From an optimization exercise on the open Yosys and OpenROAD flow, aimed at small area, a short achievable clock period and few clock cycles per item; shortcuts taken in it are not production practice. Only simulation tests tie the RTL to the original design; equivalence was not proved. Power figures rest on the tool's default switching activity, not on a simulated workload.

## flow/design.v

```verilog
module s8b_encoder (
    input  wire        clk,
    input  wire        rst,         
    input  wire        in_valid,
    output wire        in_ready,
    input  wire        in_flush,
    input  wire        in_pad,      
    input  wire [59:0] in_data,
    output wire        out_valid,
    input  wire        out_ready,
    output wire [63:0] out_word
);
    localparam NQ = 60;
    localparam [14*7-1:0] CNT_TAB = {7'd1, 7'd2, 7'd3, 7'd4, 7'd5, 7'd6, 7'd7,
                                     7'd8, 7'd10, 7'd12, 7'd15, 7'd20, 7'd30, 7'd60};
    localparam [14*7-1:0] WID_TAB = {7'd60, 7'd30, 7'd20, 7'd15, 7'd12, 7'd10, 7'd8,
                                     7'd7, 7'd6, 7'd5, 7'd4, 7'd3, 7'd2, 7'd1};
    localparam [1:0] S_ACC   = 2'd0,    
                     S_SEL   = 2'd1,    
                     S_SHIFT = 2'd2;    
    reg [59:0] q [0:NQ-1];
    reg [6:0]  cnt;
    reg [1:0]  state;
    reg        flushing;
    reg        pad_r;
    reg [6:0]  shift_left;
    reg [63:0] word_r;
    reg        word_valid;
    reg [13:0] ok;
    reg [63:0] cand [0:13];
    reg [63:0] sel_word;
    reg [6:0]  sel_k;
    reg        found;
    integer    i, j;
    reg [6:0]  c, w;
    always @* begin
        for (j = 0; j < 14; j = j + 1) begin
            c = CNT_TAB[j*7 +: 7];
            w = WID_TAB[j*7 +: 7];
            ok[j] = (cnt >= c) || (flushing && pad_r);
            cand[j] = {j[3:0] + 4'd2, 60'd0};
            for (i = 0; i < NQ; i = i + 1) begin
                if (i < c && i < cnt) begin
                    if ((q[i] >> w) != 60'd0)
                        ok[j] = 1'b0;
                    cand[j] = cand[j] | ({4'd0, q[i] & ((60'd1 << w) - 60'd1)} << (i * w));
                end
            end
        end
        found    = 1'b0;
        sel_word = 64'd0;
        sel_k    = 7'd0;
        for (j = 0; j < 14; j = j + 1) begin
            if (!found && ok[j]) begin
                found    = 1'b1;
                sel_word = cand[j];
                sel_k    = (cnt < CNT_TAB[j*7 +: 7]) ? cnt : CNT_TAB[j*7 +: 7];
            end
        end
    end
    assign in_ready  = (state == S_ACC);
    assign out_valid = word_valid;
    assign out_word  = word_r;
    wire push  = in_valid && in_ready && !in_flush;
    wire flush = in_valid && in_ready &&  in_flush;
    always @(posedge clk) begin
        if (rst) begin
            state      <= S_ACC;
            cnt        <= 7'd0;
            flushing   <= 1'b0;
            pad_r      <= 1'b0;
            shift_left <= 7'd0;
            word_valid <= 1'b0;
        end else begin
            if (word_valid && out_ready)
                word_valid <= 1'b0;
            case (state)
                S_ACC: begin
                    if (push) begin
                        q[cnt[5:0]] <= in_data;
                        cnt         <= cnt + 7'd1;
                        if (cnt == NQ - 1)
                            state <= S_SEL;
                    end else if (flush && cnt != 7'd0) begin
                        flushing <= 1'b1;
                        pad_r    <= in_pad;
                        state    <= S_SEL;
                    end
                end
                S_SEL: begin
                    if (!word_valid || out_ready) begin
                        word_r     <= sel_word;
                        word_valid <= 1'b1;
                        shift_left <= sel_k;
                        state      <= S_SHIFT;
                    end
                end
                S_SHIFT: begin
                    for (i = 0; i < NQ - 1; i = i + 1)
                        q[i] <= q[i + 1];
                    cnt        <= cnt - 7'd1;
                    shift_left <= shift_left - 7'd1;
                    if (shift_left == 7'd1) begin
                        if (flushing && cnt != 7'd1) begin
                            state <= S_SEL;
                        end else begin
                            flushing <= 1'b0;
                            state    <= S_ACC;
                        end
                    end
                end
                default: state <= S_ACC;
            endcase
        end
    end
endmodule
```

## flow/run.sh

```bash
#!/bin/bash
# synth_recipe.tcl (not shown) runs the flow's synth.tcl, then flattens the netlist and writes it again
# the make line also repeats each setting of config.mk as NAME=value (left out here)
make -C /OpenROAD-flow-scripts/flow DESIGN_CONFIG=/design/flow/config.mk WORK_HOME=/design/flow/orfs CLKGATE_MAP_FILE= SYNTH_SCRIPT=/design/flow/synth_recipe.tcl finish
```

## flow/config.mk

```make
export PLATFORM = sky130hd
export DESIGN_NAME = s8b_encoder
export DESIGN_NICKNAME = s8b_encoder
export VERILOG_FILES = /design/flow/design.v
export SDC_FILE = /design/flow/constraint.sdc
export NUM_CORES = 4
export LEC_CHECK = 0
export CAP_MARGIN = 40
export CORE_MARGIN = 2
export CORE_UTILIZATION = 30
export SLEW_MARGIN = 40
```

## flow/constraint.sdc

```tcl
create_clock -name core_clock -period 8.0 [get_ports {clk}]
set_input_delay 1.6000 -clock core_clock [delete_from_list [all_inputs] [get_ports {clk}]]
set_output_delay 1.6000 -clock core_clock [all_outputs]
set_load 0.01 [all_outputs]
```

==> reports/metrics.cfg <==
[sta]
slew_headroom_pct=30.05
fin_crit_sh_pct=80.75
rsz0062_at_grt=no
fin_tns_setup_ns=0
setup-violations-final=0
fmax_mhz=154.8
worstMarginPinSlew_ns=1.047
fin_crit_ns=6.460
drv_slew=0
finalHoldViolCount=0
skew_ns=0.05811

[detailed_routing]
ant_nets=0
drc=0
post_drt_wl_per_cell_um=31.14
wirelength_mm=576.7
drtPass1Iterations=9
via_count=105893
drtIter0Drc=13044
via_per_inst=5.718

[grt]
grt_max_degree=220
overflow=0
grt_usage_pct=20.70
grt_pass1_vias=104362
grt_pass1_wl_mm=806.6
antenna_found_initial=30

[clock_tree]
cts_buffers=374
ctsHoldBuffers=0
clock_sinks=3683
post_cts_buffers=0
ctsResizeCount=0
cts_root_buffer=clkbuf_16
clkLatencyLatePin_ns=1.00
cts-htree-levels=5
clk_pin_slew_ns=0.07
clockBufferDepth=4
cts_tree=yes

[power]
clkPwrFrac_pct=40.4
ir_worst_vdd_mv=0.2127
p_leak_uw=0.07189
pwr-share-comb_pct=8.1
swShare_pct=24.10
p_switching_uw=10140
seqPwrFrac_pct=51.5
cell_internal_pwr_uw=31940
power_density_nw_per_um2=230.9

[logic_synthesis]
yosys.cell_types.count=86
syn_inst=11242
ys_seq_area_share_pct=69.51
synthArstFlopShare_pct=0
syn_area_um2=158800
synthesis.nets=11316
yosysWarnings=2
synthFlopType=edfxtp_1
ys_ff_latch=3683
avgSynthCellArea_um2=14.13
synth_edf_count=3664

[flow_run]
cap_violations=0

[final_layout]
drive_gt1_share_pct=10.18
final_cell_mix=3,664 x edfxtp_1, 3,555 x a21o_1, 871 x nor4_1
final_common_cell=edfxtp_1
area_growth_pct=14.72
final_cell_area_um2=182200
fin_nets=11257
final_cells=18519

[die]
die_width_um=731.6
die_area_um2=535300
io_pins=132
num_rows=267
core_um2=528200
die_h_um=731.6
start_util_pct=30.07

[placed_design]
place_inst=17792
place.gp.congestion=1.024
io_buffers=131
placed_cell_area_um2=170200
hpwl_mm=417.5

[setup_path]
crit_type=register to register
worst_setup_path_end_kind=register
worstPathRequired_ns=8.82
r2r_cells=13
crit_arrival_ns=7.28
cp_max_fo=24
startpoint_type=register

[worst_hold_path]
hold_depth=1
hold_class=register to register

[outcome]
status=finished clean

-- power by group through the flow --
stage | clock network, uW | registers (uW) | logic (uW)
after floorplan | 0 | 22000 | 1830
after global placement | 0 | 22100 | 3310
after detailed placement | 0 | 22100 | 3300
after CTS | 17300 | 21700 | 3320
final | 17000 | 21700 | 3410
after global routing | 18000 | 21700 | 3550
-- kinds of logic after synthesis --
| logic type | after synthesis | synth area share [%] |
|---|---|---|
| adders and majority gates | 8 | 0.06302 |
| DFF | 3683 | 69.51 |
| AOI/OAI and AO/OA | 4386 | 20.35 |
| muxes | 15 | 0.09768 |
| xor gates and xnor gates | 6 | 0.03309 |
| buffers and inverters | 1024 | 2.432 |
| and+or+nand+nor | 2120 | 7.512 |
-- synth_stat cells (9+ instances only) --
master	count	area, um^2
buf_2	15	75.07
nand3_1	130	650.6
nand2_1	305	1145
mux2i_1	11	110.1
a22oi_1	37	277.8
o21ai_0	171	855.8
and2_1	100	625.6
o41ai_1	9	78.83
dfxtp_1	19	380.4
o211ai_1	25	187.7
and3_1	21	131.4
a222oi_1	19	190.2
a211oi_1	35	262.8
or2_2	19	118.9
nand4_1	196	1226
nor2_1	190	713.2
nand2b_1	24	150.1
inv_1	33	123.9
a21o_1	3556	26700
clkbuf_1	894	3356
nor3_1	104	520.5
a31oi_1	37	231.5
nor2b_1	11	68.82
buf_1	82	307.8
o31ai_1	17	127.6
a21oi_1	175	875.8
o22ai_1	64	400.4
a2111oi_0	13	113.9
o21a_1	9	67.56
or4_1	31	232.7
a221oi_1	30	262.8
edfxtp_1	3664	110000
nor4_1	904	5655
or3_1	32	200.2
a22o_1	10	87.58
a221o_1	17	170.2
o2111ai_1	15	131.4
o221ai_1	51	446.7
-- registers in the layout (all words and copies together) (netlist names) --
| register | cells |
|---|---|
| cnt | 7 |
| flushing | 1 |
| pad_r | 1 |
| q | 3600 |
| shift_left | 7 |
| state | 2 |
| word_r | 64 |
| word_valid | 1 |
-- final timing paths --
path	startpoint	end	slack, ns
hold reg to reg	shift_left[6]	shift_left[6]	0.51
hold / removal	shift_left[6]	shift_left[6]	0.51
setup reg to reg	cnt[1]	word_r[43]	1.54
setup / recovery	cnt[1]	word_r[43]	1.54
-- worst max-delay path: stages (launching register included) --
cell and delay, ns:
dfxtp_1 0.63, buf_4 0.42, ha_1 0.46, nand3b_1 0.21
and3_1 0.61, o22a_1 0.46, nor3b_1 0.59, nand4_1 0.34
buf_4 0.29, or3_2 0.78, o31ai_1 0.50, nor3_1 0.18
o311a_1 0.55, o21ai_0 0.23
-- cell type report --
class	instances	area [um^2]
well taps	6994	8751
diodes	26	65.06
clock inverters	235	1962
inverters	33	123.9
multi-input cells	6535	45940
repair buffers	556	5220
clock buffers	457	9734
fillers	50744	346000
flip-flops and latches	3683	110400
-- stage by stage --
stage               worst slack (ns)  utilization [%]  power, uW  hold WS, ns
floorplan                     0.5658                -      23850       0.4395
global placement               1.036            32.10      25370       0.4544
detailed placement             1.769            32.22      25360       0.4765
CTS                            1.743            34.43      42240       0.4864
global route                   1.498            34.49      43210       0.5075
finish                         1.540            34.50      42080       0.5064
-- metal layers --
layer	routed length, um	global-route usage, %	up-vias
li1	-	-	44694
met1	233700	26.82	54910
met2	267100	33.47	4944
met3	41660	3.559	1335
met4	34120	10.43	10
met5	69	0	-
Testbench counts, summed over its fixed seeds: cycles 57,942, items 25,283.

## static timing again, ports no longer ideal
In the flow no input, the clock included, has a driving cell. The finished layout below was timed again as built, in two steps. Step 1 assumes that a clkbuf_16 drives the clock port and a buf_2 every other input. Step 2 moves the port delays by t, midway between the first and last clock arrival at a register: inputs arrive t later, outputs are due t later. That takes back most of the time a late clock gives input paths. Slacks: no drivers / after step 1 / after step 2; pairs: no drivers / after step 1.
t, ns: 1.098
setup slack, ns: 1.540 / 1.540 / 1.540
worst setup path after step 2: register to register
worst register clock-pin slew, ns: 0.08 / 0.08
After both steps this run still meets setup and hold. The setup slack of this run moves by 0.000 ns with the drivers and by 0.000 ns with both steps.
